Context: an optimization exercise on an open-source flow, tuned for small area, a short achievable clock period and few clock cycles. The choices shown serve that exercise and are no tape-out recipe. Only simulation tests tie the RTL to the original design; equivalence was not proved. Power figures rest on the tool's default switching activity, not on a simulated workload.

`design/flow/config.mk`:
```
export PLATFORM = sky130hd
export DESIGN_NAME = felics_enc
export DESIGN_NICKNAME = felics_enc
export VERILOG_FILES = /design/flow/design.v
export SDC_FILE = /design/flow/constraint.sdc
export NUM_CORES = 4
export LEC_CHECK = 0
export CAP_MARGIN = 20
export CORE_MARGIN = 2
export CORE_UTILIZATION = 40
export PLACE_DENSITY = 0.6
export SLEW_MARGIN = 20
```
`design/flow/constraint.sdc`:
```
create_clock -name core_clock -period 20.0 [get_ports {clk}]
set_input_delay 4.0000 -clock core_clock [delete_from_list [all_inputs] [get_ports {clk}]]
set_output_delay 4.0000 -clock core_clock [all_outputs]
set_load 0.01 [all_outputs]
```
`design/flow/design.v`:
```
module felics_phased (
    input  wire [7:0] off,
    input  wire [7:0] dlt,
    output wire [8:0] c,
    output wire [3:0] len
);
    function automatic lt8(input [7:0] x, input [7:0] y);
        reg [7:0] l, g;
        reg [3:0] l2, g2;
        reg [1:0] l4, g4;
        integer i;
        begin
            for (i = 0; i < 8; i = i + 1) begin
                l[i] = ~x[i] & y[i];
                g[i] = x[i] & ~y[i];
            end
            for (i = 0; i < 4; i = i + 1) begin
                l2[i] = l[2*i+1] | (~g[2*i+1] & l[2*i]);
                g2[i] = g[2*i+1] | (~l[2*i+1] & g[2*i]);
            end
            for (i = 0; i < 2; i = i + 1) begin
                l4[i] = l2[2*i+1] | (~g2[2*i+1] & l2[2*i]);
                g4[i] = g2[2*i+1] | (~l2[2*i+1] & g2[2*i]);
            end
            lt8 = l4[1] | (~g4[1] & l4[0]);
        end
    endfunction
    wire [8:0] n = {1'b0, dlt} + 9'd1;
    reg  [3:0] m;
    integer i;
    always @* begin
        m = 4'd0;
        for (i = 0; i < 9; i = i + 1)
            if (n[i]) m = i[3:0];
    end
    wire [9:0] p   = 10'd1 << m;
    wire [8:0] np  = n & ~p[8:0];
    wire       ge_p  = |({2'b00, off} & ~(p - 10'd1));     
    wire       ge_np = ~lt8(off, np[7:0]);
    wire [9:0] p5  = (p << 2) + p;
    wire [9:0] c1  = p5 - {n, 1'b0};
    wire [9:0] c2  = (p << 1) - {1'b0, n};
    wire [9:0] c3  = p5 - {1'b0, n};
    wire [9:0] cs  = ge_p ? c1 : ge_np ? c2 : c3;
    assign c = cs[8:0];
    assign len = (ge_np & ~ge_p) ? (m + 4'd1) : (m + 4'd2);
endmodule
module felics_ksel (
    input  wire [89:0] row,     
    output wire [2:0]  k
);
    function automatic le15(input [14:0] x, input [14:0] y);
        reg [15:0] l, g;
        reg [7:0]  l2, g2;
        reg [3:0]  l4, g4;
        reg [1:0]  l8, g8;
        integer i;
        begin
            for (i = 0; i < 16; i = i + 1) begin
                l[i] = (i < 15) ? (~x[i] & y[i]) : 1'b0;
                g[i] = (i < 15) ? (x[i] & ~y[i]) : 1'b0;
            end
            for (i = 0; i < 8; i = i + 1) begin
                l2[i] = l[2*i+1] | (~g[2*i+1] & l[2*i]);
                g2[i] = g[2*i+1] | (~l[2*i+1] & g[2*i]);
            end
            for (i = 0; i < 4; i = i + 1) begin
                l4[i] = l2[2*i+1] | (~g2[2*i+1] & l2[2*i]);
                g4[i] = g2[2*i+1] | (~l2[2*i+1] & g2[2*i]);
            end
            for (i = 0; i < 2; i = i + 1) begin
                l8[i] = l4[2*i+1] | (~g4[2*i+1] & l4[2*i]);
                g8[i] = g4[2*i+1] | (~l4[2*i+1] & g4[2*i]);
            end
            le15 = ~(g8[1] | (~l8[1] & g8[0]));
        end
    endfunction
    wire [14:0] t0 = row[14:0],  t1 = row[29:15], t2 = row[44:30];
    wire [14:0] t3 = row[59:45], t4 = row[74:60], t5 = row[89:75];
    wire        p0 = le15(t1, t0);
    wire        p1 = le15(t3, t2);
    wire        p2 = le15(t5, t4);
    wire [14:0] w0 = p0 ? t1 : t0;
    wire [14:0] w1 = p1 ? t3 : t2;
    wire [14:0] w2 = p2 ? t5 : t4;
    wire        a  = le15(w1, w0);
    wire        b  = le15(w2, w0);
    wire        c  = le15(w2, w1);
    wire        g2 = b & c;
    wire        g1 = a & ~c;
    assign k = g2 ? {2'b10, p2} : g1 ? {2'b01, p1} : {2'b00, p0};
endmodule
module felics_update (
    input  wire        en,      
    input  wire [89:0] row,
    input  wire [7:0]  v,
    output reg  [89:0] row_new
);
    reg [14:0] sum [0:5];
    reg        halve;
    integer i;
    always @* begin
        halve = 1'b1;
        for (i = 0; i < 6; i = i + 1) begin
            sum[i] = row[15*i +: 15] + (en ? ({7'd0, v >> i} + 15'd1 + i[14:0]) : 15'd0);
            if (sum[i][14:10] == 5'd0) halve = 1'b0;
        end
        for (i = 0; i < 6; i = i + 1)
            row_new[15*i +: 15] = halve ? {1'b0, sum[i][14:1]} : sum[i];
    end
endmodule
module felics_enc (
    input  wire         clk,
    input  wire         rst,
    input  wire         start,
    input  wire [7:0]   width,       
    input  wire [15:0]  height,      
    output wire         idle,
    input  wire         pix_valid,
    input  wire [7:0]   pix_data,
    output wire         pix_ready,
    output wire         tbl_re,
    output wire [7:0]   tbl_raddr,
    input  wire [119:0] tbl_rdata,
    output wire         tbl_we,
    output wire [7:0]   tbl_waddr,
    output wire [119:0] tbl_wdata,
    output reg          out_valid,
    output reg  [7:0]   out_data
);
    localparam ST_IDLE = 2'd0;
    localparam ST_HDR  = 2'd1;
    localparam ST_RUN  = 2'd2;
    localparam DEPTH = 5;
    function automatic lt8(input [7:0] x, input [7:0] y);
        reg [7:0] l, g;
        reg [3:0] l2, g2;
        reg [1:0] l4, g4;
        integer i;
        begin
            for (i = 0; i < 8; i = i + 1) begin
                l[i] = ~x[i] & y[i];
                g[i] = x[i] & ~y[i];
            end
            for (i = 0; i < 4; i = i + 1) begin
                l2[i] = l[2*i+1] | (~g[2*i+1] & l[2*i]);
                g2[i] = g[2*i+1] | (~l[2*i+1] & g[2*i]);
            end
            for (i = 0; i < 2; i = i + 1) begin
                l4[i] = l2[2*i+1] | (~g2[2*i+1] & l2[2*i]);
                g4[i] = g2[2*i+1] | (~l2[2*i+1] & g2[2*i]);
            end
            lt8 = l4[1] | (~g4[1] & l4[0]);
        end
    endfunction
    reg [1:0]  st;
    reg [7:0]  w_r;
    reg [15:0] h_r;          
    reg [6:0]  wm1;          
    reg        w1, w2;       
    reg        smw;        
    reg [5:0]  mm1;          
    reg [3:0]  hcnt;
    reg [5:0]  epoch;
    reg        dirty;        
    reg [2:0]  rf_cnt;       
    reg        rf_z;         
    reg [7:0]  rf_ptr;
    reg        idle_r;
    assign idle = idle_r;
    reg [7:0]  cb0 [0:3], cb1 [0:3], cb2 [0:3];
    reg [3:0]  ab_v;
    reg [7:0]  prev;
    reg [6:0]  coln;         
    reg [1:0]  cpos, npos;   
    reg [1:0]  cslot, nslot; 
    reg        row0;         
    reg [1:0]  ncnt;         
    reg        done_in;
    reg [7:0]  a_r, b_r;     
    reg        lastc_r;      
    reg        last_r;       
    reg        pr_r;         
    reg [2:0]  occ;
    wire vnext    = (ncnt != 2'd2);
    wire lastcol  = lastc_r;
    wire last_pix = last_r;
    assign pix_ready = pr_r;
    wire acc = pix_valid & pr_r;
    reg  [7:0] lbn, lb1;
    wire nr0 = row0 & ~lastcol;
    wire [7:0] nb_a = (nr0 | w1) ? pix_data : lbn;
    wire [7:0] nb_b = (nr0 | w1) ? prev :
                      ((coln == 7'd0) && !w2) ? lb1 : pix_data;
    wire       a_lt  = lt8(a_r, b_r);
    wire [7:0] l_pre = a_lt ? a_r : b_r;
    wire [7:0] h_pre = a_lt ? b_r : a_r;
    wire [7:0] d_pre = a_lt ? (b_r - a_r) : (a_r - b_r);
    wire       rows1 = lastcol ? (h_r == 16'd2) : (h_r == 16'd1);
    wire blk_done = acc & ((cpos == 2'd2) | lastcol);     
    wire nblk_end = (npos == 2'd2) | (coln == wm1);        
    wire [1:0] nslot_inc = nslot + 2'd1;
    reg        s1_v, s1_verb, s1_last, s1_blw, s1_abv;
    reg [7:0]  s1_p, s1_d, s1_off, s1_oa;
    wire s1_out = s1o_r;      
    wire [8:0] ph_c;
    wire [3:0] ph_len;
    felics_phased u_phased (
        .off (s1_off),
        .dlt (s1_d),
        .c   (ph_c),
        .len (ph_len)
    );
    reg        running;      
    reg [2:0]  ahead;        
    reg [1:0]  g_slot;       
    reg [5:0]  g_word;       
    reg        re_r, op_r, s1o_r;
    reg [7:0]  raddr_r;
    wire op_issue = op_r;
    assign tbl_re    = re_r;
    assign tbl_raddr = raddr_r;
    reg        s2_v, s2_last;
    reg [1:0]  s2_kind;
    reg [8:0]  s2_val;
    reg [8:0]  s2_c;         
    reg [3:0]  s2_len;
    reg        c_v, c_line;
    reg [7:0]  c_a;
    reg [1:0]  c_slot;
    reg        s3_v, s3_last;
    reg [1:0]  s3_kind;
    reg [8:0]  s3_val;
    reg [3:0]  s3_len;
    reg        m_v, m_line;
    reg [7:0]  m_a;
    reg [1:0]  m_slot;
    reg [119:0] m_row;
    reg        wb_v, wb2_v;
    reg [7:0]  wb_a, wb2_a;
    reg [119:0] wb_row, wb2_row;
    wire [119:0] m_cur = m_row;
    wire [89:0]  m_cnt = m_cur[89:0];
    wire [2:0]  k_sel;
    wire [89:0] row_new;
    felics_ksel u_ksel (
        .row (m_cnt),
        .k   (k_sel)
    );
    felics_update u_update (
        .en      (~m_line),
        .row     (m_cnt),
        .v       (s3_val[7:0]),
        .row_new (row_new)
    );
    wire [119:0] m_new = {epoch,
                          m_line ? {cb2[m_slot], cb1[m_slot], cb0[m_slot]} : m_cur[113:90],
                          row_new};
    always @(posedge clk) begin
        if (pix_ready) begin
            case (cpos)
                2'd0:    cb0[cslot] <= pix_data;
                2'd1:    cb1[cslot] <= pix_data;
                default: cb2[cslot] <= pix_data;
            endcase
        end
        if (m_v & m_line) begin
            cb0[m_slot] <= m_cur[97:90];
            cb1[m_slot] <= m_cur[105:98];
            cb2[m_slot] <= m_cur[113:106];
        end
    end
    wire s3_out = s3_v & (s3_kind == 2'd2);
    wire rf_en  = ~rf_z & ~m_v;
    reg  we_r;
    assign tbl_we    = we_r;
    assign tbl_waddr = wb_a;
    assign tbl_wdata = wb_row;
    reg          c_hit1, c_hit2;
    wire         c_hitm = m_v && (m_a == c_a);
    wire         rd_tok = (tbl_rdata[119:114] == epoch);
    wire [119:0] rd_row = {tbl_rdata[119:90], rd_tok ? tbl_rdata[89:0] : 90'd0};
    wire [119:0] c_cap  = c_hit1 ? wb_row : c_hit2 ? wb2_row : rd_row;
    reg [15:0] fq [0:DEPTH-1];
    reg [2:0]  f_rd, f_wr;
    reg [2:0]  f_cnt;
    wire [15:0] fh = fq[f_rd];
    wire        f_short = fh[15];        
    wire        f_last = fh[14];
    wire        f_rice = fh[13];         
    wire [8:0]  f_val  = fh[12:4];
    wire [3:0]  f_len  = fh[3:0];
    reg [5:0] s3_short;
    integer j;
    always @* begin
        for (j = 0; j < 6; j = j + 1)
            s3_short[j] = ({1'b0, s3_val[7:0] >> j} + j[8:0] + 9'd3) <= 9'd16;
    end
    always @(posedge clk) begin
        if (s3_v)
            fq[f_wr] <= {~s3_out | s3_short[k_sel], s3_last, s3_out, s3_val,
                         s3_out ? {1'b0, k_sel} : s3_len};
    end
    reg [23:0] pa;           
    reg [4:0]  pc;           
    reg        lng;          
    reg [7:0]  zr;           
    reg        fin;          
    reg        ch_v;         
    reg [15:0] ch_val;
    reg [4:0]  ch_len;
    reg        ch_last;
    wire [7:0] f_mag = f_val[7:0];
    wire [2:0] f_k   = f_len[2:0];
    wire [7:0] f_q   = f_mag >> f_k;
    wire [5:0] f_kmask = (6'd1 << f_k) - 6'd1;
    wire [5:0] f_tail  = (6'd1 << f_k) | ({1'b0, f_mag[4:0]} & f_kmask);
    wire [3:0] f_tl    = {1'b0, f_k} + 4'd1;
    wire [4:0] f_tot   = f_q[4:0] + {1'b0, f_tl} + 5'd2;       
    wire [8:0] f_rem   = {1'b0, zr} + {5'd0, f_tl};             
    wire [4:0] f_zn    = (zr >= 8'd16) ? 5'd16 : zr[4:0];       
    wire [3:0] f_z1    = (f_q >= 8'd14) ? 4'd14 : f_q[3:0];     
    reg [15:0] sym_v;
    reg [4:0]  sym_l;
    reg        sym_pop;      
    always @* begin
        sym_v   = 16'd0;
        sym_l   = 5'd0;
        sym_pop = 1'b1;
        if (!f_rice) begin
            sym_v = {7'd0, f_val};
            sym_l = {1'b0, f_len};
        end else if (lng) begin
            if (f_rem <= 9'd16) begin
                sym_v = {10'd0, f_tail};
                sym_l = f_rem[4:0];
            end else begin
                sym_l   = f_zn;
                sym_pop = 1'b0;
            end
        end else if (f_short) begin
            sym_v = ({15'd0, f_val[8]} << (f_q[3:0] + f_tl)) | {10'd0, f_tail};
            sym_l = f_tot;
        end else begin
            sym_v   = {15'd0, f_val[8]} << f_z1;
            sym_l   = {1'b0, f_z1} + 5'd2;
            sym_pop = 1'b0;
        end
    end
    wire       run     = (st == ST_RUN);
    wire       p_out   = run & (pc >= 5'd8);
    wire [4:0] pc_aft  = p_out ? (pc - 5'd8) : pc;
    wire       ch_take = ch_v & (pc_aft <= 5'd8);
    wire       p_app   = (f_cnt != 3'd0) & (~ch_v | ch_take);
    wire       pop     = p_app & sym_pop;
    wire [31:0] p_ext  = {pa, 8'd0} >> pc;
    wire       p_end   = run & fin & (pc <= 5'd8);
    reg [7:0] hdr_byte;
    always @* begin
        case (hcnt)
            4'd0:    hdr_byte = 8'h46;
            4'd1:    hdr_byte = 8'h4C;
            4'd2:    hdr_byte = 8'h43;
            4'd3:    hdr_byte = 8'h53;
            4'd9:    hdr_byte = w_r;
            4'd12:   hdr_byte = h_r[15:8];
            4'd13:   hdr_byte = h_r[7:0];
            default: hdr_byte = 8'h00;
        endcase
    end
    wire [15:0] nb_mul = ({8'd0, w_r} + 16'd2) * 16'd171;
    wire [6:0]  nb_w   = nb_mul[15:9];
    wire       done_nx = done_in | (acc & last_pix);
    wire [2:0] occ_nx  = occ + {2'd0, acc} - {2'd0, pop};
    wire       rf_z_nx = rf_z | (rf_en & (dirty ? (rf_ptr == 8'd255) : (rf_cnt == 3'd1)));
    wire [7:0] rf_ptr_nx = rf_ptr + {7'd0, rf_en};
    wire       dirty_nx  = dirty & ~rf_z_nx;
    wire       nwrap    = (coln == wm1);
    wire [1:0] npos_nx  = ~acc ? npos : nwrap ? 2'd0 : (npos == 2'd2) ? 2'd0 : npos + 2'd1;
    wire [1:0] nslot_nx = ~acc ? nslot : nwrap ? (smw ? 2'd0 : nslot_inc) :
                          (npos == 2'd2) ? nslot_inc : nslot;
    wire       last_nx  = acc ? (nwrap & rows1) : last_r;
    wire [1:0] ncnt_nx  = (acc && ncnt != 2'd2) ? ncnt + 2'd1 : ncnt;
    reg  [3:0] ab_v_nx;
    always @* begin
        ab_v_nx = ab_v;
        if (m_v & m_line)
            ab_v_nx[m_slot] = 1'b1;
        if (acc & nblk_end & ~last_pix)
            ab_v_nx[nslot] = 1'b0;
    end
    wire [1:0] ls    = nslot_nx;
    wire [1:0] ls1   = smw ? 2'd0 : nslot_nx;
    wire       mld   = m_v & m_line & (m_slot == ls);
    wire       mld1  = m_v & m_line & (m_slot == ls1);
    wire       pw    = pr_r & (cslot == ls) & (cpos == npos_nx);
    wire       pw1   = pr_r & (cslot == ls1) & (cpos == 2'd1);
    wire [7:0] cbv   = (npos_nx == 2'd0) ? cb0[ls] : (npos_nx == 2'd1) ? cb1[ls] : cb2[ls];
    wire [7:0] mlv   = (npos_nx == 2'd0) ? m_cur[97:90] : (npos_nx == 2'd1) ? m_cur[105:98] : m_cur[113:106];
    wire [7:0] lbn_nx = pw ? pix_data : mld ? mlv : cbv;
    wire [7:0] lb1_nx = pw1 ? pix_data : mld1 ? m_cur[105:98] : cb1[ls1];
    wire       running_nx = (st != ST_IDLE) & (rf_z_nx | (dirty & (rf_ptr > {2'd0, mm1})));
    wire [2:0] ahead_nx   = ahead + {2'd0, op_issue} - {2'd0, blk_done};
    wire [1:0] g_slot_nx  = g_slot + {1'b0, op_issue};
    wire [5:0] g_word_nx  = ~op_issue ? g_word : (g_word == mm1) ? 6'd0 : g_word + 6'd1;
    wire p_blw   = lt8(pix_data, l_pre);
    wire p_abv   = lt8(h_pre, pix_data);
    wire s1o_nx  = acc & ~vnext & (p_blw | p_abv);
    wire ahead_ok = blk_done | ~(((ahead == 3'd4) & ~op_issue) | ((ahead == 3'd3) & op_issue));
    wire op_nx   = running_nx & ~smw & ~done_nx & ahead_ok &
                   ~ab_v_nx[g_slot_nx] & ~s1o_nx;
    wire ab_ok_nx  = smw | last_nx | ab_v_nx[nslot_nx];
    wire [3:0] rr    = rf_ptr[7:4];
    wire [3:0] dhi_c = (a_r[7:4] < b_r[7:4]) ? (b_r[7:4] - a_r[7:4]) : (a_r[7:4] - b_r[7:4]);
    wire [3:0] xh    = (nr0 | w1) ? prev[7:4] : lbn[7:4];
    wire [4:0] x_lo  = (rr > xh) ? 5'd0 : {1'b0, xh} - {1'b0, rr} + 5'd1;
    wire [4:0] x_hi  = {1'b0, xh} + {1'b0, rr};
    wire       both_reg = ~(nr0 | w1) & (coln == 7'd0) & ~w2;
    wire [3:0] dhi_b = (lbn[7:4] < lb1[7:4]) ? (lb1[7:4] - lbn[7:4]) : (lbn[7:4] - lb1[7:4]);
    wire       ctx_new = both_reg ? (dhi_b < rr) :
                         ((rr != 4'd0) & ({1'b0, pix_data[7:4]} >= x_lo) & ({1'b0, pix_data[7:4]} < x_hi));
    wire ctx_ok_nx = (ncnt_nx != 2'd2) | ~dirty_nx | (acc ? ctx_new : (dhi_c < rr));
    wire occ_ok    = acc ? ((occ <= 3'd3) | (pop & (occ <= 3'd4))) : ((occ <= 3'd4) | pop);
    wire pr_nx     = running_nx & ~done_nx & occ_ok & ab_ok_nx & ctx_ok_nx &
                     (~smw | (st == ST_RUN));
    always @(posedge clk) begin
        if (acc) begin
            prev    <= pix_data;
            a_r     <= nb_a;
            b_r     <= nb_b;
            lastc_r <= nwrap;
        end
        last_r  <= last_nx;
        lbn     <= lbn_nx;
        lb1     <= lb1_nx;
        s1_verb <= vnext;
        s1_last <= last_pix;
        s1_d    <= d_pre;
        s1_p    <= pix_data;
        s1_blw  <= p_blw;
        s1_abv  <= p_abv;
        s1_off  <= pix_data - l_pre;
        s1_oa   <= pix_data - h_pre - 8'd1;
        s2_last <= s1_last;
        if (s1_verb) begin
            s2_kind <= 2'd0;
            s2_val  <= {1'b0, s1_p};
            s2_len  <= 4'd8;
        end else if (s1_blw | s1_abv) begin
            s2_kind <= 2'd2;
            s2_val  <= {s1_abv, s1_blw ? ~s1_off : s1_oa};
            s2_len  <= 4'd0;
        end else begin
            s2_kind <= 2'd1;
            s2_val  <= {1'b0, s1_off};
            s2_len  <= ph_len;
        end
        c_line <= ~s1_out;
        c_a    <= raddr_r;
        raddr_r <= s1o_nx ? d_pre : {2'd0, g_word_nx};
        c_slot <= g_slot;
        s3_last <= s2_last;
        s3_kind <= s2_kind;
        s3_val  <= (s2_kind == 2'd1) ? (s2_val + s2_c) : s2_val;
        s2_c    <= ph_c;
        s3_len  <= s2_len;
        m_line  <= c_line;
        m_a     <= c_a;
        m_slot  <= c_slot;
        m_row   <= c_hitm ? m_new : c_cap;
        c_hit1  <= m_v && (m_a == tbl_raddr);
        c_hit2  <= wb_v && (wb_a == tbl_raddr);
        wb_a    <= m_v ? m_a : rf_ptr;
        wb_row  <= {m_v ? epoch : epoch - 6'd1, m_new[113:0]};
        wb2_a   <= wb_a;
        wb2_row <= wb_row;
        mm1 <= nb_w[5:0] - 6'd5;
        if (rst) begin
            st        <= ST_IDLE;
            out_valid <= 1'b0;
            out_data  <= 8'd0;
            w_r       <= 8'd1;
            h_r       <= 16'd1;
            pr_r      <= 1'b0;
            idle_r    <= 1'b1;
            re_r      <= 1'b0;
            op_r      <= 1'b0;
            s1o_r     <= 1'b0;
            we_r      <= 1'b0;
            done_in   <= 1'b0;
            running   <= 1'b0;
            dirty     <= 1'b1;
            rf_z      <= 1'b0;
            rf_ptr    <= 8'd0;
            epoch     <= 6'd0;
            occ       <= 3'd0;
            ab_v      <= 4'd0;
            ahead     <= 3'd0;
            s1_v      <= 1'b0;
            s2_v      <= 1'b0;
            s3_v      <= 1'b0;
            c_v       <= 1'b0;
            m_v       <= 1'b0;
            wb_v      <= 1'b0;
            wb2_v     <= 1'b0;
            f_rd      <= 3'd0;
            f_wr      <= 3'd0;
            f_cnt     <= 3'd0;
            pc        <= 5'd0;
            lng       <= 1'b0;
            fin       <= 1'b0;
            ch_v      <= 1'b0;
        end else begin
            s1_v  <= acc;
            s2_v  <= s1_v;
            s3_v  <= s2_v;
            c_v   <= tbl_re;
            m_v   <= c_v;
            wb_v  <= m_v;
            wb2_v <= wb_v;
            occ   <= occ_nx;
            done_in <= done_nx;
            if (rf_en)
                rf_cnt <= rf_cnt - 3'd1;
            rf_z    <= rf_z_nx;
            rf_ptr  <= rf_ptr_nx;
            dirty   <= dirty_nx;
            we_r    <= m_v | rf_en;
            running <= running_nx;
            pr_r    <= pr_nx;
            s1o_r   <= s1o_nx;
            op_r    <= op_nx;
            re_r    <= s1o_nx | op_nx;
            ahead  <= ahead_nx;
            g_slot <= g_slot_nx;
            g_word <= g_word_nx;
            ab_v   <= ab_v_nx;
            if (s3_v)
                f_wr <= (f_wr == DEPTH - 1) ? 3'd0 : f_wr + 3'd1;
            if (pop)
                f_rd <= (f_rd == DEPTH - 1) ? 3'd0 : f_rd + 3'd1;
            f_cnt <= f_cnt + {2'd0, s3_v} - {2'd0, pop};
            npos  <= npos_nx;
            nslot <= nslot_nx;
            ncnt  <= ncnt_nx;
            if (acc) begin
                cpos  <= npos;
                cslot <= nslot;
                coln  <= nwrap ? 7'd0 : coln + 7'd1;
                if (lastcol) begin
                    row0      <= 1'b0;
                    h_r       <= h_r - 16'd1;
                end
            end
            out_valid <= 1'b0;
            if (ch_take) begin
                pa <= (pa << ch_len) | {8'd0, ch_val};
                pc <= pc_aft + ch_len;
                if (ch_last)
                    fin <= 1'b1;
            end else begin
                pc <= pc_aft;
            end
            if (p_app) begin
                ch_v    <= 1'b1;
                ch_val  <= sym_v;
                ch_len  <= sym_l;
                ch_last <= sym_pop & f_last;
                if (sym_pop) begin
                    lng <= 1'b0;
                end else begin
                    lng <= 1'b1;
                    zr  <= lng ? (zr - {3'd0, f_zn}) : (f_q - {4'd0, f_z1});
                end
            end else if (ch_take) begin
                ch_v <= 1'b0;
            end
            if (p_out) begin
                out_valid <= 1'b1;
                out_data  <= p_ext[7:0];
            end
            case (st)
                ST_IDLE: begin
                    if (start) begin
                        st        <= ST_HDR;
                        w_r       <= width;
                        h_r       <= height;
                        wm1       <= width[6:0] - 7'd1;
                        lastc_r   <= (width == 8'd1);
                        last_r    <= (width == 8'd1) & (height == 16'd1);
                        w1        <= (width == 8'd1);
                        w2        <= (width == 8'd2);
                        smw     <= (width < 8'd13);
                        hcnt      <= 4'd0;
                        cpos      <= 2'd0;
                        cslot     <= 2'd0;
                        coln      <= (width == 8'd1) ? 7'd0 : 7'd1;
                        npos      <= (width == 8'd1) ? 2'd0 : 2'd1;
                        nslot     <= 2'd0;
                        row0      <= 1'b1;
                        ncnt      <= 2'd0;
                        done_in   <= 1'b0;
                        pr_r      <= 1'b0;
                        idle_r    <= 1'b0;
                        re_r      <= 1'b0;
                        op_r      <= 1'b0;
                        running   <= 1'b0;
                        if (!dirty)
                        begin
                            rf_cnt  <= 3'd5;
                            rf_z    <= 1'b0;
                        end
                        epoch     <= epoch + 6'd1;
                        ab_v      <= 4'd0;
                        ahead     <= 3'd0;
                        g_slot    <= 2'd0;
                        g_word    <= 6'd0;
                        fin       <= 1'b0;
                        pc        <= 5'd0;
                    end
                end
                ST_HDR: begin
                    out_valid <= 1'b1;
                    out_data  <= hdr_byte;
                    hcnt      <= hcnt + 4'd1;
                    if (hcnt == 4'd13)
                        st <= ST_RUN;
                end
                default: begin
                    if (p_end) begin
                        if (pc != 5'd0) begin
                            out_valid <= 1'b1;
                            out_data  <= p_ext[7:0];
                        end
                        pc  <= 5'd0;
                        fin <= 1'b0;
                        st  <= ST_IDLE;
                        idle_r <= 1'b1;
                    end
                end
            endcase
        end
    end
endmodule
```
`design/flow/run.sh`:
```
#!/bin/bash
# synth_recipe.tcl (not shown) runs the flow's synth.tcl, then flattens the netlist and writes it again
# the make line also repeats each setting of config.mk as NAME=value (left out here)
make -C /OpenROAD-flow-scripts/flow DESIGN_CONFIG=/design/flow/config.mk WORK_HOME=/design/flow/orfs CLKGATE_MAP_FILE= SYNTH_SCRIPT=/design/flow/synth_recipe.tcl finish
```
==> results of run 1 <==
==> critical path: stages (launching register included) <==
cell	delay (ns)
dfxtp_1	0.31
buf_4	0.31
mux4_2	0.54
mux2i_1	0.61
inv_1	0.40
ha_1	0.30
ha_1	0.27
inv_1	0.14
ha_1	0.28
a21oi_1	0.18
nand2_1	0.13
a2111oi_0	0.44
a31oi_1	0.11
nor4b_1	0.49
nor2_1	0.11
nor3_1	0.54
nand2_1	0.14
o21ai_0	0.27
nor2_1	0.23
nor2_1	0.51
ha_1	0.34
inv_1	0.06
ha_1	0.14
inv_1	0.05
fa_1	0.37
xor2_1	0.14
nor2_1	0.06
==> sequential cells by signal (all words and copies together), names as in the netlist, 9 cells and up, named ones only <==
| name | count |
|---|---|
| cb0 | 32 |
| cb1 | 32 |
| cb2 | 32 |
| ch_val | 16 |
| fq | 80 |
| h_r | 16 |
| m_cur | 114 |
| pa | 24 |
| s2_c | 9 |
| s2_val | 9 |
| s3_val | 9 |
| wb2_row | 114 |
| wb_row | 120 |
==> report_power, final <==
group	total, W	internal [W]	switching (W)
combinational	0.00102	0.000440	0.000585
sequential	0.00208	0.00196	0.000112
clock	0.00186	0.00109	0.000774
total	0.00496	0.00349	0.00147
==> cell type report <==
class / instances / share of cell area
multi-input combinational: 3990 / 0.478
inverter: 315 / 0.0201
antenna: 2 / 0.0000851
tap: 1650 / 0.0351
sequential: 880 / 0.350
timing repair buffer: 367 / 0.0597
clock buffer: 125 / 0.0463
clock inverter: 51 / 0.0102
==> routing by layer <==
metal,vias to the layer above,track usage,part of all wire
met2,1272,0.368,0.46
li1,19784,-,-
met4,14,0.0825,0.033
met5,-,0,0.00057
met1,19589,0.306,0.44
met3,274,0.0510,0.073
==> how the worst max path moves through the flow <==
stage	end	slack, ns	cells after the start
3_3_place_gp	lbn[2]	12.55	11
3_5_place_dp	lb1[3]	12.41	10
4_1_cts	f_cnt[2]	12.39	26
6_report	occ[2]	12.39	26
2_1_floorplan	lb1[5]	13.72	12
5_1_grt	f_cnt[2]	11.65	26
==> kinds of logic (layout without fill, tap and decap cells) <==
| logic type | after synthesis | in the layout | share of synthesized area |
|---|---|---|---|
| AOI/OAI and AO/OA | 1298 | 1298 | 0.162 |
| xor gates and xnor gates | 300 | 300 | 0.0517 |
| adders and majority gates | 356 | 356 | 0.0929 |
| buffers and inverters | 580 | 858 | 0.0440 |
| DFF | 880 | 880 | 0.405 |
| muxes | 409 | 409 | 0.101 |
| other | 1 | 5 | 0.0000738 |
| and+or+nand+nor | 1624 | 1624 | 0.143 |
==> cell usage in the layout, fill, tap and decap left out, drive strengths merged, types with 36 or more instances in the layout <==
master         synthesis  layout
xnor2                207     207
nor2                 433     433
nor2b                 75      75
buf                   47      64
inv                  308     321
fa                    42      42
a211oi                52      52
mux2i                192     192
mux2                 149     149
a21o                  76      76
clkdlybuf4s50          0     303
edfxtp               297     297
xor2                  93      93
ha                   293     293
nand2                709     709
clkbuf               218     125
a22oi                106     106
nor3                  64      64
nand3                 74      74
nand2b                56      56
o211ai                42      42
o21ai                376     376
a21oi                325     325
and3                  36      36
mux4                  68      68
dfxtp                583     583
==> stage by stage <==
| stage | total power, W | instances | setup WS (ns) | instance area [sq um] |
|---|---|---|---|---|
| CTS | 0.00499 | 7378 | 12.39 | 58800 |
| finish | 0.00496 | 7380 | 12.39 | 58800 |
| floorplan | 0.00282 | 5450 | 13.72 | 50800 |
| global placement | 0.00311 | 7202 | 12.55 | 55400 |
| global route | 0.00520 | 7378 | 11.65 | 58800 |
| detailed placement | 0.00313 | 7202 | 12.41 | 55500 |
==> notes.md, run 1 <==
CTS tree=built; part of the cycle the worst path needs=0.381; DRT antenna net count=0; CTS Hold Bufs=0; Clock Sink Count=880; PD cells=84.4 nW/um^2; outcome=timing/DRC/antenna clean; Synth async-reset ratio=0; post-synthesis sequential area ratio=0.405; final hold vios=0; Die ar.=130000 sq um; Hold Slack=0.315 ns; startpoint types=flip-flop; Ys Warns=5; Avg WL per Cell=20.8 um; Die H=approximately 360 um; hold path depth=0; Initial Utilization=0.404; Post-synth EDFFs=297; first-pass GRT wire length=236000 um; worst skew pair latency=0.71 ns; gr ovfl total=0; DR iter-0 viols=3465; Die X=360 um; Detailed Route WL=153000 um; Leakage=23.2 nW; Max Root-Sink Buffers=3; antenna violations before repair=10; Maximum Capacitance Violations=0; post-synth top area share=0.230; Cell Area, Synth=50800 sq um; r2r worst-path depth=26; Slew Limit Fails=0; CP Capture Type=flip-flop; predominant post-synthesis flop cell=dfxtp_1; RD Place Congestion=between 0.9 and 1; setup tns final=0 ns; Netlist cell types=108; number of CTS-inserted buffers=93; Hold Path Sink=m_line; type of the tightest min-delay check=reg2reg; register area=20600 sq um; clock-pin transition on the worst setup and hold timing paths=0.06 ns; H-tree depth=3; Critical Path RT=20.54 ns; GRT Resource Usage Total=0.231; row cnt=130; flip-flop and latch count after synthesis=880; Max VDD drop=between 0.00008 and 0.00009 V; top post-synthesis cells by area=dfxtp_1 (23%), edfxtp_1 (18%), ha_1 (7.2%), nand2_1 (5.2%), mux2i_1 (3.8%); DP HPWL=approximately 110000 um; largest net degree at the start of global routing=99; core area=126000 sq um; Crit Path Category=reg2reg; RSZ-0062 raised after global routing=false; synthesized area per cell=9.33 sq um; WP data arrival=between 8 and 9 ns; vias post-DR=40933; Port Buffers=roughly 300; vias per cell=about 5.5; top cells by count, synth=nand2_1 (708), dfxtp_1 (583), nor2_1 (433), o21ai_0 (366), a21oi_1 (323); register-to-register setup slack=12.39 ns; DRT Pass-1 Iters=5; measured slew at the worst slew-check pin=1.16 ns; min-delay src=c_line; Worst Skew=0.0280 ns; synthesis-to-finish area growth=15.7%; Layout Nets=6138; Ports=305; vias in the first global route=39710; DRC errors left=0; min Tclk post-route=7.61 ns; layout cells sized above 1=0.0913; count leader, synth=nand2_1; Filler Cells Inserted=roughly 12000; CTS resizes=0; Worst slew margin=0.222; CTS Root Buffer Type=clkbuf_16; Synth area leader=dfxtp_1; Peak Freq=131 MHz; fin util=0.467; Setup-failing EPs final=0; Worst R2R End=occ[2]; critical path peak fanout=16; Setup Buffers After CTS=0; Post-Syn Instances=roughly 5400; area of the multi-input gates=28100 sq um
Testbench counts, summed over its fixed seeds: cycles 43,453.
==> run 2, diff against run 1 <==
--- a/design/flow/design.v
+++ b/design/flow/design.v
@@ -1,6 +1,7 @@
 module felics_phased (
     input  wire [7:0] off,
     input  wire [7:0] dlt,
+    input  wire [3:0] m,         
     output wire [8:0] c,
     output wire [3:0] len
 );
@@ -26,13 +27,6 @@
         end
     endfunction
     wire [8:0] n = {1'b0, dlt} + 9'd1;
-    reg  [3:0] m;
-    integer i;
-    always @* begin
-        m = 4'd0;
-        for (i = 0; i < 9; i = i + 1)
-            if (n[i]) m = i[3:0];
-    end
     wire [9:0] p   = 10'd1 << m;
     wire [8:0] np  = n & ~p[8:0];
     wire       ge_p  = |({2'b00, off} & ~(p - 10'd1));     
@@ -45,6 +39,18 @@
     assign c = cs[8:0];
     assign len = (ge_np & ~ge_p) ? (m + 4'd1) : (m + 4'd2);
 endmodule
+module felics_plog (
+    input  wire [7:0] dlt,
+    output reg  [3:0] m
+);
+    wire [8:0] n = {1'b0, dlt} + 9'd1;
+    integer i;
+    always @* begin
+        m = 4'd0;
+        for (i = 0; i < 9; i = i + 1)
+            if (n[i]) m = i[3:0];
+    end
+endmodule
 module felics_ksel (
     input  wire [89:0] row,     
     output wire [2:0]  k
@@ -93,20 +99,51 @@
 module felics_update (
     input  wire        en,      
     input  wire [89:0] row,
-    input  wire [7:0]  v,
+    input  wire [7:0]  v,       
     output reg  [89:0] row_new
 );
+    function automatic [14:0] add15(input [14:0] a, input [14:0] b);
+        reg [14:0] g, p, x;
+        reg [14:0] gg, pp, gn, pn;
+        integer i, d;
+        begin
+            x = a ^ b;
+            g = a & b;
+            p = a | b;
+            gg = g;
+            pp = p;
+            for (d = 1; d < 15; d = d * 2) begin
+                gn = gg;
+                pn = pp;
+                for (i = 0; i < 15; i = i + 1) begin
+                    if ((i / d) % 2 == 1) begin
+                        gn[i] = gg[i] | (pp[i] & gg[(i / d) * d - 1]);
+                        pn[i] = pp[i] & pp[(i / d) * d - 1];
+                    end
+                end
+                gg = gn;
+                pp = pn;
+            end
+            add15 = x ^ {gg[13:0], 1'b0};
+        end
+    endfunction
+    reg [14:0] t, u, c3, s0, cy;
     reg [14:0] sum [0:5];
     reg        halve;
-    integer i;
+    integer k;
     always @* begin
         halve = 1'b1;
-        for (i = 0; i < 6; i = i + 1) begin
-            sum[i] = row[15*i +: 15] + (en ? ({7'd0, v >> i} + 15'd1 + i[14:0]) : 15'd0);
-            if (sum[i][14:10] == 5'd0) halve = 1'b0;
+        for (k = 0; k < 6; k = k + 1) begin
+            t  = row[15*k +: 15];
+            u  = {7'd0, v >> k};                  
+            c3 = en ? (k + 1) : 15'd0;
+            s0 = t ^ u ^ c3;
+            cy = {(t[13:0] & u[13:0]) | (t[13:0] & c3[13:0]) | (u[13:0] & c3[13:0]), 1'b0};
+            sum[k] = add15(s0, cy);
+            if (sum[k][14:10] == 5'd0) halve = 1'b0;
         end
-        for (i = 0; i < 6; i = i + 1)
-            row_new[15*i +: 15] = halve ? {1'b0, sum[i][14:1]} : sum[i];
+        for (k = 0; k < 6; k = k + 1)
+            row_new[15*k +: 15] = halve ? {1'b0, sum[k][14:1]} : sum[k];
     end
 endmodule
 module felics_enc (
@@ -197,17 +234,24 @@
     wire [7:0] h_pre = a_lt ? b_r : a_r;
     wire [7:0] d_pre = a_lt ? (b_r - a_r) : (a_r - b_r);
     wire       rows1 = lastcol ? (h_r == 16'd2) : (h_r == 16'd1);
+    wire [3:0] m_pre;
+    felics_plog u_plog (
+        .dlt (d_pre),
+        .m   (m_pre)
+    );
     wire blk_done = acc & ((cpos == 2'd2) | lastcol);     
     wire nblk_end = (npos == 2'd2) | (coln == wm1);        
     wire [1:0] nslot_inc = nslot + 2'd1;
     reg        s1_v, s1_verb, s1_last, s1_blw, s1_abv;
     reg [7:0]  s1_p, s1_d, s1_off, s1_oa;
+    reg [3:0]  s1_m;
     wire s1_out = s1o_r;      
     wire [8:0] ph_c;
     wire [3:0] ph_len;
     felics_phased u_phased (
         .off (s1_off),
         .dlt (s1_d),
+        .m   (s1_m),
         .c   (ph_c),
         .len (ph_len)
     );
@@ -236,11 +280,13 @@
     reg [7:0]  m_a;
     reg [1:0]  m_slot;
     reg [119:0] m_row;
+    reg [7:0]  m_v8;         
+    reg        m_tok;        
     reg        wb_v, wb2_v;
     reg [7:0]  wb_a, wb2_a;
     reg [119:0] wb_row, wb2_row;
     wire [119:0] m_cur = m_row;
-    wire [89:0]  m_cnt = m_cur[89:0];
+    wire [89:0]  m_cnt = m_tok ? m_cur[89:0] : 90'd0;
     wire [2:0]  k_sel;
     wire [89:0] row_new;
     felics_ksel u_ksel (
@@ -250,7 +296,7 @@
     felics_update u_update (
         .en      (~m_line),
         .row     (m_cnt),
-        .v       (s3_val[7:0]),
+        .v       (m_v8),
         .row_new (row_new)
     );
     wire [119:0] m_new = {epoch,
@@ -278,9 +324,8 @@
     assign tbl_wdata = wb_row;
     reg          c_hit1, c_hit2;
     wire         c_hitm = m_v && (m_a == c_a);
-    wire         rd_tok = (tbl_rdata[119:114] == epoch);
-    wire [119:0] rd_row = {tbl_rdata[119:90], rd_tok ? tbl_rdata[89:0] : 90'd0};
-    wire [119:0] c_cap  = c_hit1 ? wb_row : c_hit2 ? wb2_row : rd_row;
+    wire [119:0] c_cap  = c_hit1 ? wb_row : c_hit2 ? wb2_row : tbl_rdata;
+    wire         c_tok  = c_hit1 | c_hit2 | (tbl_rdata[119:114] == epoch);
     reg [15:0] fq [0:DEPTH-1];
     reg [2:0]  f_rd, f_wr;
     reg [2:0]  f_cnt;
@@ -304,6 +349,7 @@
     reg [23:0] pa;           
     reg [4:0]  pc;           
     reg        lng;          
+    reg        lng_t;        
     reg [7:0]  zr;           
     reg        fin;          
     reg        ch_v;         
@@ -320,6 +366,7 @@
     wire [8:0] f_rem   = {1'b0, zr} + {5'd0, f_tl};             
     wire [4:0] f_zn    = (zr >= 8'd16) ? 5'd16 : zr[4:0];       
     wire [3:0] f_z1    = (f_q >= 8'd14) ? 4'd14 : f_q[3:0];     
+    wire [7:0] f_zr_nx = lng ? (zr - {3'd0, f_zn}) : (f_q - {4'd0, f_z1});
     reg [15:0] sym_v;
     reg [4:0]  sym_l;
     reg        sym_pop;      
@@ -331,7 +378,7 @@
             sym_v = {7'd0, f_val};
             sym_l = {1'b0, f_len};
         end else if (lng) begin
-            if (f_rem <= 9'd16) begin
+            if (lng_t) begin
                 sym_v = {10'd0, f_tail};
                 sym_l = f_rem[4:0];
             end else begin
@@ -436,6 +483,7 @@
         s1_verb <= vnext;
         s1_last <= last_pix;
         s1_d    <= d_pre;
+        s1_m    <= m_pre;
         s1_p    <= pix_data;
         s1_blw  <= p_blw;
         s1_abv  <= p_abv;
@@ -468,8 +516,10 @@
         m_a     <= c_a;
         m_slot  <= c_slot;
         m_row   <= c_hitm ? m_new : c_cap;
+        m_v8    <= c_line ? 8'd0 : s2_val[7:0];
         c_hit1  <= m_v && (m_a == tbl_raddr);
         c_hit2  <= wb_v && (wb_a == tbl_raddr);
+        m_tok   <= c_hitm | c_tok;
         wb_a    <= m_v ? m_a : rf_ptr;
         wb_row  <= {m_v ? epoch : epoch - 6'd1, m_new[113:0]};
         wb2_a   <= wb_a;
@@ -569,8 +619,9 @@
                 if (sym_pop) begin
                     lng <= 1'b0;
                 end else begin
-                    lng <= 1'b1;
-                    zr  <= lng ? (zr - {3'd0, f_zn}) : (f_q - {4'd0, f_z1});
+                    lng   <= 1'b1;
+                    zr    <= f_zr_nx;
+                    lng_t <= ({1'b0, f_zr_nx} + {5'd0, f_tl}) <= 9'd16;
                 end
             end else if (ch_take) begin
                 ch_v <= 1'b0;
--- a/design/flow/config.mk
+++ b/design/flow/config.mk
@@ -8,5 +8,7 @@
 export CAP_MARGIN = 20
 export CORE_MARGIN = 2
 export CORE_UTILIZATION = 40
+export CTS_CLUSTER_DIAMETER = 80
+export CTS_CLUSTER_SIZE = 24
 export PLACE_DENSITY = 0.6
 export SLEW_MARGIN = 20
==> run 2 against run 1 <==
Effect of this change: first-iteration DRC count is 7.5% lower; worst hold slack better by 0.0039 ns; routed wire length is 3.7% lower; total power is 6.4% lower; maximum frequency is 12% higher; critical path depth is 13 lower; register-to-register slack better by 0.82 ns; non-clock buffer count is 3 higher; final cell count is 1.7% higher; critical endpoint is now lbn[4]; largest cell class unchanged.
==> notes.md, run 2 <==
largest net degree at the start of global routing=95 (was 99); Worst Skew=0.0486 ns (was 0.0280 ns); clock power share=0.285 (was 0.375); setup tns final=0 ns (unchanged); Post-Syn Instances=5648 (was 5448); DRT Pass-1 Iters=6 (was 5); Initial Utilization=0.404 (about the same); Detailed Route WL=148000 um (was 153000 um); Die H=363 um (was 360 um); Peak Freq=147 MHz (was 131 MHz); min Tclk post-route=6.80 ns (was 7.61 ns); Post-Synth Simple-Gate Area=0.152 (was 0.143); max reg flops=120 (unchanged); Layout Nets=6341 (was 6138); internal cell power=0.00310 W (was 0.00349 W); DRC errors left=0 (unchanged); Setup Buffers After CTS=0 (unchanged); PD cells=79.8 nW/um^2 (was 84.4 nW/um^2); top cells by count, synth=nand2_1 (861), dfxtp_1 (596), nor2_1 (450), o21ai_0 (401), inv_1 (372) (was nand2_1 (708), dfxtp_1 (583), nor2_1 (433), o21ai_0 (366), a21oi_1 (323)); Synth Area in Compound Gates=0.146 (was 0.162); post-synthesis sequential area ratio=0.405 (about the same); Synth async-reset ratio=0 (unchanged); DRT antenna net count=0 (unchanged); DR iter-0 viols=3205 (was 3465); CTS resizes=0 (unchanged); xor/xnor cell area share of the yosys netlist=0.0426 (was 0.0517); Worst slew margin=0.259 (was 0.222); CTS Root Buffer Type=clkbuf_16 (unchanged); Max Root-Sink Buffers=3 (unchanged); Critical Path RT=20.61 ns (was 20.54 ns); worst skew pair latency=0.72 ns (was 0.71 ns); antenna violations before repair=6 (was 10); flip-flop and latch count after synthesis=894 (was 880); Ports=305 (unchanged); final hold vios=0 (unchanged); WP data arrival=7.41 ns (was 8.15 ns); RSZ-0062 raised after global routing=false (unchanged); critical path peak fanout=42 (was 16); Maximum Capacitance Violations=0 (unchanged); CTS tree=built (unchanged); top post-synthesis cells by area=dfxtp_1 (23%), edfxtp_1 (17%), ha_1 (8.0%), nand2_1 (6.3%), mux2i_1 (5.1%) (was dfxtp_1 (23%), edfxtp_1 (18%), ha_1 (7.2%), nand2_1 (5.2%), mux2i_1 (3.8%)); CTS Hold Bufs=0 (unchanged); Clock Sink Count=894 (was 880); logic gate share of total power=0.253 (was 0.207); Net Sw Frac=0.332 (was 0.296); post-synth top area share=0.231 (was 0.230); startpoint types=input pin (was flip-flop); Port Buffers=304 (unchanged); part of the cycle the worst path needs=0.340 (was 0.381); Most flops, register=wb_row (unchanged); RD Place Congestion=0.943 (was 0.930); outcome=timing/DRC/antenna clean (unchanged); count leader, synth=nand2_1 (unchanged); Post-synth EDFFs=298 (was 297); Leakage=23.1 nW (was 23.2 nW); predominant post-synthesis flop cell=dfxtp_1 (unchanged); Avg WL per Cell=19.7 um (was 20.8 um); first-pass GRT wire length=229000 um (was 236000 um); Setup-failing EPs final=0 (unchanged); post-synthesis mux area share=0.0989 (was 0.101); Psw=0.00154 W (was 0.00147 W); core area=128000 sq um (was 126000 sq um); vias post-DR=40903 (was 40933); Die X=363 um (was 360 um); Flop pwr share=0.462 (was 0.419); Crit Path Category=in2reg (was reg2reg); Hold Slack=0.319 ns (was 0.315 ns); Max VDD drop=0.0000720 V (was 0.0000811 V); Netlist cell types=107 (was 108); Synth area leader=dfxtp_1 (unchanged); synthesis-to-finish area growth=12.9% (was 15.7%); Filler Cells Inserted=12271 (was 11952); H-tree depth=2 (was 3); vias per cell=5.45 (was 5.55); clock-pin transition on the worst setup and hold timing paths=0.09 ns (was 0.06 ns); Cell Area, Synth=51600 sq um (was 50800 sq um); Ys Warns=6 (was 5); layout cells sized above 1=0.0674 (was 0.0913); number of CTS-inserted buffers=56 (was 93); type of the tightest min-delay check=reg2reg (unchanged); synthesized area per cell=9.13 sq um (was 9.33 sq um); row cnt=131 (was 130); commonest non-fill, non-tap cell in the layout=nand2_1 (unchanged); gr ovfl total=0 (unchanged); GRT Resource Usage Total=0.219 (was 0.231); measured slew at the worst slew-check pin=1.10 ns (was 1.16 ns); main combinational cell family by area after synthesis=simple AND/OR/NAND/NOR gates (was compound AO/OA/AOI/OAI gates); commonest non-fill, non-tap cells in the layout=nand2_1 (861), dfxtp_1 (591), nor2_1 (447) (was nand2_1 (708), dfxtp_1 (579), nor2_1 (431)); post-synthesis adder-cell area fraction=0.107 (was 0.0929); Slew Limit Fails=0 (unchanged); DP HPWL=111000 um (was 115000 um); Die ar.=132000 sq um (was 130000 sq um); CP Capture Type=flip-flop (unchanged); vias in the first global route=39506 (was 39710)
## run 2: cell count changes in the layout (fill, tap and decap cells not counted), sizes merged, moves of 19 or more
cell / delta
a21o: -23
a21oi: +19
a22oi: -86
clkbuf: -55
clkinv: -21
ha: +35
inv: +76
mux2: -63
mux2i: +71
nand2: +153
o21ai: +36
xnor2: -49
## run 2: final cells by class
class / count / area [sq um] / area share
clock buffer: 70 / 1510 / 0.0259
clock inverter: 33 / 457 / 0.00784
multi-input combinational: 4099 / 28300 / 0.486
tap: 1662 / 2080 / 0.0357
timing repair buffer: 370 / 3550 / 0.0610
sequential: 894 / 20900 / 0.359
antenna: 3 / 7.51 / 0.000129
inverter: 378 / 1420 / 0.0244
## run 2: kinds of logic (layout without fill, tap and decap cells)
group,Yosys count,count (layout)
and+or+nand+nor,1788,1788
adders and majority gates,412,412
muxes,415,415
xor gates and xnor gates,251,251
buffers and inverters,656,851
DFF,894,894
AOI/OAI and AO/OA,1231,1231
other,1,5
## run 2: power by group through the flow
| stage | registers, W | logic, W | clock network (W) |
|---|---|---|---|
| 2_1_floorplan | 0.00211 | 0.000894 | 0 |
| 3_3_place_gp | 0.00219 | 0.00115 | 0 |
| 3_5_place_dp | 0.00219 | 0.00116 | 0 |
| 4_1_cts | 0.00215 | 0.00116 | 0.00136 |
| 5_1_grt | 0.00216 | 0.00132 | 0.00142 |
| 6_report | 0.00215 | 0.00117 | 0.00132 |
## run 2: worst max-delay path: stages
cell and delay (ns):
clkdlybuf4s50_1 0.45, nand2_1 0.05, buf_4 0.26, nor2_1 0.50, nand2_1 0.18, o21ai_4 0.11, buf_4 0.53, xnor2_1 0.18
and3_1 0.60, o211ai_1 0.19, o21ai_0 0.12, nand2_1 0.08, o21ai_0 0.10
## run 2: worst paths after layout
check	startpoint	endpoint	slack, ns	cells after the start
worst max-delay path	pix_valid	lbn[4]	13.20	13
worst max register to register	m_tok	m_cur[39]	13.21	19
worst min-delay path	s2_len[0]	s3_len[0]	0.32	0
worst min register to register	s2_len[0]	s3_len[0]	0.32	0
## run 2: per-layer routing
metal  vias to the layer above  GRT usage  wire (um)
met4                         2     0.0681       4360
li1                      19972          -          -
met2                      1166      0.363      68700
met3                       222     0.0318       9270
met5                         -          0         11
met1                     19541      0.295      65600
## run 2: through the flow
step,instances,power (W),setup WS [ns],util,cell area [sq um]
5_1_grt,7507,0.00490,12.78,0.455,58200
4_1_cts,7505,0.00467,13.26,0.455,58200
2_1_floorplan,5649,0.00301,13.48,-,51600
3_3_place_gp,7402,0.00334,12.60,0.440,56200
3_5_place_dp,7402,0.00335,12.50,0.440,56200
6_report,7509,0.00464,13.20,0.456,58200
Testbench counts of run 2, summed over its fixed seeds: cycles 43,453.
==> run 3, diff against run 2 <==
--- a/design/flow/config.mk
+++ b/design/flow/config.mk
@@ -7,8 +7,8 @@
 export LEC_CHECK = 0
 export CAP_MARGIN = 20
 export CORE_MARGIN = 2
-export CORE_UTILIZATION = 40
+export CORE_UTILIZATION = 55
 export CTS_CLUSTER_DIAMETER = 80
 export CTS_CLUSTER_SIZE = 24
-export PLACE_DENSITY = 0.6
+export PLACE_DENSITY = 0.7
 export SLEW_MARGIN = 20
==> run 3 against run 2 <==
Effect of this change: via count up 0.39%; non-clock buffer count down 6; die area down 27%; sequential cell count unchanged; routed wire length down 5.6%; worst hold slack better by 0.014 ns; count of clock-buffer cells in the layout down 1; global-route usage up 6.5 points; largest cell class unchanged; largest power group unchanged.
==> notes.md, run 3 <==
min-delay src=s2_len[2] (was s2_len[0]); clock power share=0.260 (was 0.285); Setup Buffers After CTS=0 (unchanged); Avg WL per Cell=19.7 um (about the same); H-tree depth=2 (unchanged); post-synthesis sequential area ratio=0.405 (unchanged); Initial Utilization=0.554 (was 0.404); register-to-register setup slack=13.12 ns (was 13.21 ns); logic gate share of total power=0.262 (was 0.253); synthesized area per cell=9.13 sq um (unchanged); Slew Limit Fails=0 (unchanged); Detailed Route WL=140000 um (was 148000 um); Worst R2R End=m_cur[40] (was m_cur[39]); fin util=0.615 (was 0.456); Cell Area, Synth=51600 sq um (unchanged); Die ar.=96300 sq um (was 132000 sq um); Net Sw Frac=0.325 (was 0.332); CTS Root Buffer Type=clkbuf_16 (unchanged); GRT Resource Usage Total=0.284 (was 0.219); largest net degree at the start of global routing=82 (was 95); DP HPWL=103000 um (was 111000 um); internal cell power=0.00302 W (was 0.00310 W); Leakage=22.9 nW (was 23.1 nW); CP Capture Type=flip-flop (unchanged); Ports=305 (unchanged); gr ovfl total=0 (unchanged); Synth area leader=dfxtp_1 (unchanged); startpoint types=input pin (unchanged); predominant post-synthesis flop cell=dfxtp_1 (unchanged); R2R Path Start=m_tok (unchanged); outcome=timing/DRC/antenna clean (unchanged); RSZ-0062 raised after global routing=false (unchanged); Ys Warns=6 (unchanged); Port Buffers=304 (unchanged); hold path depth=0 (unchanged); DR iter-0 viols=3563 (was 3205); register area=20900 sq um (unchanged); CTS tree=built (unchanged); Hold Slack=0.333 ns (was 0.319 ns); Die H=310 um (was 363 um); Die X=310 um (was 363 um); Netlist cell types=107 (unchanged); commonest non-fill, non-tap cells in the layout=nand2_1 (861), dfxtp_1 (591), nor2_1 (447) (unchanged); Maximum Capacitance Violations=0 (unchanged); CTS Hold Bufs=0 (unchanged); WP data arrival=7.62 ns (was 7.41 ns); part of the cycle the worst path needs=0.355 (was 0.340); type of the tightest min-delay check=reg2reg (unchanged); antenna violations before repair=1 (was 6); Max VDD drop=0.0000716 V (was 0.0000720 V); vias post-DR=41062 (was 40903); top cells by count, synth=nand2_1 (861), dfxtp_1 (596), nor2_1 (450), o21ai_0 (401), inv_1 (372) (unchanged); Worst slew margin=0.203 (was 0.259); dpl cell area=55700 sq um (was 56200 sq um); worst skew pair latency=0.67 ns (was 0.72 ns); Peak Freq=141 MHz (was 147 MHz); DRT Pass-1 Iters=5 (was 6); row cnt=112 (was 131); area of the multi-input gates=28300 sq um (about the same); commonest non-fill, non-tap cell in the layout=nand2_1 (unchanged); number of CTS-inserted buffers=50 (was 56); count leader, synth=nand2_1 (unchanged); min Tclk post-route=7.09 ns (was 6.80 ns); Hold Path Sink=s3_len[2] (was s3_len[0]); Flop pwr share=0.479 (was 0.462); r2r worst-path depth=20 (was 19); Most flops, register=wb_row (unchanged); Layout Nets=6329 (was 6341); post-synth top area share=0.231 (unchanged); critical path peak fanout=15 (was 42); RD Place Congestion=0.927 (was 0.943); top post-synthesis cells by area=dfxtp_1 (23%), edfxtp_1 (17%), ha_1 (8.0%), nand2_1 (6.3%), mux2i_1 (5.1%) (unchanged); Psw=0.00146 W (was 0.00154 W); Max Root-Sink Buffers=3 (unchanged); clock-pin transition on the worst setup and hold timing paths=0.09 ns (about the same); Post-synth EDFFs=298 (unchanged); Setup-failing EPs final=0 (unchanged); PD cells=78.1 nW/um^2 (was 79.8 nW/um^2); Clock Sink Count=894 (unchanged); DRT antenna net count=0 (unchanged); setup tns final=0 ns (unchanged); vias in the first global route=38866 (was 39506); Worst Skew=0.0534 ns (was 0.0486 ns); synthesis-to-finish area growth=11.2% (was 12.9%); first-pass GRT wire length=217000 um (was 229000 um); max reg flops=120 (unchanged); final hold vios=0 (unchanged); layout cells sized above 1=0.0640 (was 0.0674); Filler Cells Inserted=7958 (was 12271); DRC errors left=0 (unchanged); Critical Path RT=20.53 ns (was 20.61 ns); flip-flop and latch count after synthesis=894 (unchanged); measured slew at the worst slew-check pin=1.19 ns (was 1.10 ns); Synth async-reset ratio=0 (unchanged); Post-Syn Instances=5648 (unchanged); fin area=57300 sq um (was 58200 sq um); core area=93200 sq um (was 128000 sq um); CTS resizes=0 (unchanged); Crit Path Category=in2reg (unchanged); vias per cell=5.80 (was 5.45)
==> run 3: worst max-delay path by stage <==
stage / slack [ns] / startpoint / end
final: 12.91 / pix_data[1] / raddr_r[5]
after global routing: 12.47 / m_tok / m_cur[40]
after CTS: 12.96 / pix_data[1] / raddr_r[5]
after detailed placement: 12.28 / pix_data[1] / raddr_r[5]
after global placement: 12.33 / pix_data[1] / raddr_r[5]
after floorplan: 13.48 / m_tok / m_cur[41]
==> run 3: layout make-up <==
cell class / instances / area share
Clock inverter: 21 / 0.00436
Clock buffer: 69 / 0.0240
Inverter: 378 / 0.0248
Tap cell: 1254 / 0.0274
Antenna cell: 1 / 0.0000436
Sequential cell: 894 / 0.364
Multi-Input combinational cell: 4099 / 0.494
Timing Repair Buffer: 364 / 0.0613
==> run 3: worst max-delay path, cell delays in order <==
cell	delay (ns)
clkdlybuf4s50_1	0.99
inv_1	0.34
fa_1	0.55
nor2_1	0.13
nor2_1	0.05
nor2_1	0.09
nor2_1	0.05
nor2_1	0.08
nor2_1	0.05
nor2_1	0.08
nor2_1	0.05
nor2_1	0.08
nor2_1	0.05
o21bai_1	0.16
o21ai_0	0.14
or2_2	0.41
mux2_2	0.31
==> run 3: kinds of logic (layout without fill, tap and decap cells) <==
family                   Yosys count  in the layout  share of synthesized area
AO/OA/AOI/OAI                   1231           1231                      0.146
other                              1              3                  0.0000727
AND/OR/NAND/NOR                 1788           1788                      0.152
flip-flops                       894            894                      0.405
XOR/XNOR                         251            251                     0.0426
adder cells (fa/ha/maj)          412            412                      0.107
buffers and inverters            656            832                     0.0487
multiplexers                     415            415                     0.0989
==> run 3: layer usage <==
metal  GRT usage  share of wire  wire [um]
met5           0              0          0
met4      0.0931          0.034       4710
met3      0.0413          0.065       9050
met2       0.459           0.46      63800
met1       0.392           0.44      61900
==> run 3: power by group through the flow <==
| stage | registers [W] | clock network, W | logic (W) |
|---|---|---|---|
| finish | 0.00214 | 0.00116 | 0.00117 |
| global route | 0.00216 | 0.00125 | 0.00131 |
| CTS | 0.00214 | 0.00119 | 0.00116 |
| detailed placement | 0.00218 | 0 | 0.00116 |
| global placement | 0.00218 | 0 | 0.00113 |
| floorplan | 0.00211 | 0 | 0.000894 |
==> run 3: through the flow <==
stage	worst slack (ns)	cells	total power, W
after detailed placement	12.28	6987	0.00334
after global placement	12.33	6987	0.00332
after global routing	12.47	7080	0.00472
after floorplan	13.48	5649	0.00301
after CTS	12.96	7077	0.00449
final	12.91	7080	0.00448
==> run 4, diff against run 3 <==
--- a/design/flow/design.v
+++ b/design/flow/design.v
@@ -436,16 +436,26 @@
         if (acc & nblk_end & ~last_pix)
             ab_v_nx[nslot] = 1'b0;
     end
-    wire [1:0] ls    = nslot_nx;
-    wire [1:0] ls1   = smw ? 2'd0 : nslot_nx;
-    wire       mld   = m_v & m_line & (m_slot == ls);
-    wire       mld1  = m_v & m_line & (m_slot == ls1);
-    wire       pw    = pr_r & (cslot == ls) & (cpos == npos_nx);
-    wire       pw1   = pr_r & (cslot == ls1) & (cpos == 2'd1);
-    wire [7:0] cbv   = (npos_nx == 2'd0) ? cb0[ls] : (npos_nx == 2'd1) ? cb1[ls] : cb2[ls];
-    wire [7:0] mlv   = (npos_nx == 2'd0) ? m_cur[97:90] : (npos_nx == 2'd1) ? m_cur[105:98] : m_cur[113:106];
-    wire [7:0] lbn_nx = pw ? pix_data : mld ? mlv : cbv;
-    wire [7:0] lb1_nx = pw1 ? pix_data : mld1 ? m_cur[105:98] : cb1[ls1];
+    function automatic [7:0] slotv(input [1:0] sl, input [1:0] ps);
+        begin
+            if (m_v & m_line & (m_slot == sl))
+                slotv = (ps == 2'd0) ? m_cur[97:90] : (ps == 2'd1) ? m_cur[105:98] : m_cur[113:106];
+            else
+                slotv = (ps == 2'd0) ? cb0[sl] : (ps == 2'd1) ? cb1[sl] : cb2[sl];
+        end
+    endfunction
+    wire [1:0] npos_a1  = nwrap ? 2'd0 : (npos == 2'd2) ? 2'd0 : npos + 2'd1;
+    wire [1:0] nslot_a1 = nwrap ? (smw ? 2'd0 : nslot_inc) : (npos == 2'd2) ? nslot_inc : nslot;
+    wire [1:0] ls1_a1   = smw ? 2'd0 : nslot_a1;
+    wire [1:0] ls1_n1   = smw ? 2'd0 : nslot;
+    wire       pw_a     = (cslot == nslot_a1) & (cpos == npos_a1);
+    wire       pw1_a    = (cslot == ls1_a1) & (cpos == 2'd1);
+    wire [7:0] lbn_a    = slotv(nslot_a1, npos_a1);
+    wire [7:0] lb1_a    = slotv(ls1_a1, 2'd1);
+    wire [7:0] lbn_n    = (m_v & m_line & (m_slot == nslot)) ? slotv(nslot, npos) : lbn;
+    wire [7:0] lb1_n    = (m_v & m_line & (m_slot == ls1_n1)) ? m_cur[105:98] : lb1;
+    wire [7:0] lbn_nx   = ~acc ? lbn_n : pw_a ? pix_data : lbn_a;
+    wire [7:0] lb1_nx   = ~acc ? lb1_n : pw1_a ? pix_data : lb1_a;
     wire       running_nx = (st != ST_IDLE) & (rf_z_nx | (dirty & (rf_ptr > {2'd0, mm1})));
     wire [2:0] ahead_nx   = ahead + {2'd0, op_issue} - {2'd0, blk_done};
     wire [1:0] g_slot_nx  = g_slot + {1'b0, op_issue};
--- a/design/flow/config.mk
+++ b/design/flow/config.mk
@@ -7,8 +7,8 @@
 export LEC_CHECK = 0
 export CAP_MARGIN = 20
 export CORE_MARGIN = 2
-export CORE_UTILIZATION = 55
+export CORE_UTILIZATION = 40
 export CTS_CLUSTER_DIAMETER = 80
 export CTS_CLUSTER_SIZE = 24
-export PLACE_DENSITY = 0.7
+export PLACE_DENSITY = 0.6
 export SLEW_MARGIN = 20
==> run 4 against run 3 <==
Effect of this change: total power is 5.1% higher; still clean on timing, DRC and antenna; first-iteration DRC count fell by 8.5%; worst hold slack improved by 0.00053 ns; global-route usage decreased by 6.7 points; clock skew shrank 0.015 ns; core utilization down 16 points; synthesized cell count is 2.1% lower; sequential power about the same; largest power group unchanged; sequential share of layout area fell by 0.89 points; non-clock buffer count grew 2; combinational power about the same; maximum frequency grew 3.3%.
==> notes.md, run 4 <==
Peak Freq=146 MHz (was 141 MHz); largest net degree at the start of global routing=116 (was 82); Psw=0.00155 W (was 0.00146 W); Die H=366 um (was 310 um); outcome=timing/DRC/antenna clean (unchanged); Post-synth EDFFs=314 (was 298); Ports=305 (unchanged); vias per cell=5.45 (was 5.80); fin util=0.456 (was 0.615); Setup Buffers After CTS=0 (unchanged); synthesized area per cell=9.47 sq um (was 9.13 sq um); Cell Area, Synth=52400 sq um (was 51600 sq um); CTS Hold Bufs=0 (unchanged); CTS Root Buffer Type=clkbuf_16 (unchanged); count leader, synth=nand2_1 (unchanged); top post-synthesis cells by area=dfxtp_1 (22%), edfxtp_1 (18%), ha_1 (7.8%), nand2_1 (5.7%), mux2i_1 (4.7%) (was dfxtp_1 (23%), edfxtp_1 (17%), ha_1 (8.0%), nand2_1 (6.3%), mux2i_1 (5.1%)); number of CTS-inserted buffers=59 (was 50); worst skew pair latency=0.70 ns (was 0.67 ns); Maximum Capacitance Violations=0 (unchanged); DRC errors left=0 (unchanged); Layout Nets=6216 (was 6329); Filler Cells Inserted=12469 (was 7958); Netlist cell types=103 (was 107); buffer and inverter count on the worst path=2 (unchanged); critical path peak fanout=72 (was 15); vias post-DR=40667 (was 41062); H-tree depth=2 (unchanged); commonest non-fill, non-tap cell in the layout=nand2_1 (unchanged); Leakage=23.4 nW (was 22.9 nW); DRT antenna net count=0 (unchanged); first-pass GRT wire length=231000 um (was 217000 um); Flop pwr share=0.454 (was 0.479); synthesis-to-finish area growth=13.1% (was 11.2%); post-synthesis sequential area ratio=0.402 (was 0.405); row cnt=132 (was 112); Critical Path Start=m_tok (was pix_data[1]); Clock Sink Count=894 (unchanged); Most flops, register=wb_row (unchanged); internal cell power=0.00316 W (was 0.00302 W); CP max-delay cell=dfxtp_4 (was clkdlybuf4s50_1); Synth async-reset ratio=0 (unchanged); top cells by count, synth=nand2_1 (799), dfxtp_1 (580), o21ai_0 (373), inv_1 (353), nor2_1 (348) (was nand2_1 (861), dfxtp_1 (596), nor2_1 (450), o21ai_0 (401), inv_1 (372)); Critical Path RT=20.58 ns (was 20.53 ns); final hold vios=0 (unchanged); Worst slew margin=0.328 (was 0.203); CTS resizes=0 (unchanged); R2R Path Start=m_tok (unchanged); Synth area leader=dfxtp_1 (unchanged); Port Buffers=304 (unchanged); flip-flop and latch count after synthesis=894 (unchanged); setup tns final=0 ns (unchanged); RSZ-0062 raised after global routing=false (unchanged); CTS tree=built (unchanged); Setup-failing EPs final=0 (unchanged); post-synth top area share=0.222 (was 0.231); DRT Pass-1 Iters=8 (was 5); RD Place Congestion=0.914 (was 0.927); Crit Path Category=reg2reg (was in2reg); Avg WL per Cell=20.0 um (was 19.7 um); Detailed Route WL=150000 um (was 140000 um); CP Cell Sequence=buf_4 -> nand2_1 -> fa_1 -> ha_1 -> nand2b_1 -> a21oi_1 -> o21bai_1 -> a211oi_1 -> o21ai_0 -> a221o_1 -> a211oi_1 -> nand4_1 -> a211oi_4 -> buf_4 -> or3_1 -> o21ai_0 -> a32o_1 -> mux2_2 (was clkdlybuf4s50_1 -> inv_1 -> fa_1 -> nor2_1 -> nor2_1 -> nor2_1 -> nor2_1 -> nor2_1 -> nor2_1 -> nor2_1 -> nor2_1 -> nor2_1 -> nor2_1 -> o21bai_1 -> o21ai_0 -> or2_2 -> mux2_2); min-delay src=s2_len[3] (was s2_len[2]); Die X=366 um (was 310 um); part of the cycle the worst path needs=0.343 (was 0.355); gr ovfl total=0 (unchanged); vias in the first global route=38924 (was 38866); CP Capture Type=flip-flop (unchanged); measured slew at the worst slew-check pin=1.01 ns (was 1.19 ns); Ys Warns=6 (unchanged); clock-pin transition on the worst setup and hold timing paths=0.09 ns (about the same); startpoint types=flip-flop (was input pin)
## run 4: metal layers
metal | routed length, um | part of all wire | track usage | vias up
li1 | - | - | - | 19727
met1 | 68800 | 0.46 | 0.305 | 19518
met2 | 68100 | 0.46 | 0.349 | 1214
met3 | 9150 | 0.061 | 0.0296 | 198
met4 | 3490 | 0.023 | 0.0575 | 10
met5 | 63 | 0.00042 | 0 | -
## run 4: cells by family (layout without fill, tap and decap cells)
family	count (synthesis)	count (layout)	synth area share
multiplexers	534	534	0.128
other	1	4	0.0000716
AO/OA/AOI/OAI	1117	1117	0.131
AND/OR/NAND/NOR	1667	1667	0.143
XOR/XNOR	259	259	0.0433
adder cells (fa/ha/maj)	416	416	0.106
buffers and inverters	643	832	0.0471
flip-flops	894	894	0.402
## run 4: power groups by stage
stage	logic [W]	registers (W)	clock network, W
after floorplan	0.000891	0.00211	0
after global placement	0.00116	0.00218	0
after detailed placement	0.00117	0.00218	0
after CTS	0.00118	0.00214	0.00143
after global routing	0.00132	0.00215	0.00149
final	0.00118	0.00214	0.00139
## run 4: worst paths after layout
path	end	cells after the start	slack, ns
worst max register to register	m_cur[69]	18	13.13
worst max-delay path	m_cur[69]	18	13.13
worst min-delay path	s3_len[3]	0	0.33
worst min register to register	s3_len[3]	0	0.33
## run 4: final cells by class
type                            count  area (sq um)  area share
Multi-Input combinational cell   3995         29000       0.490
Sequential cell                   894         21100       0.355
Clock inverter                     35           500     0.00845
Inverter                          359          1350      0.0227
Antenna cell                        2          5.00   0.0000845
Tap cell                         1742          2180      0.0368
Clock buffer                       72          1620      0.0274
Timing Repair Buffer              366          3520      0.0594
## run 4: metrics by stage
| stage | instance area [sq um] | cells | power [W] | hold WS (ns) | setup slack (ns) |
|---|---|---|---|---|---|
| detailed placement | 57100 | 7355 | 0.00335 | 0.312 | 12.62 |
| global route | 59200 | 7463 | 0.00496 | 0.342 | 12.43 |
| global placement | 57100 | 7355 | 0.00333 | 0.311 | 12.60 |
| CTS | 59200 | 7462 | 0.00474 | 0.333 | 13.21 |
| floorplan | 52400 | 5532 | 0.00300 | 0.310 | 13.36 |
| finish | 59200 | 7465 | 0.00471 | 0.334 | 13.13 |
Testbench counts of run 4, summed over its fixed seeds: cycles 43,453.
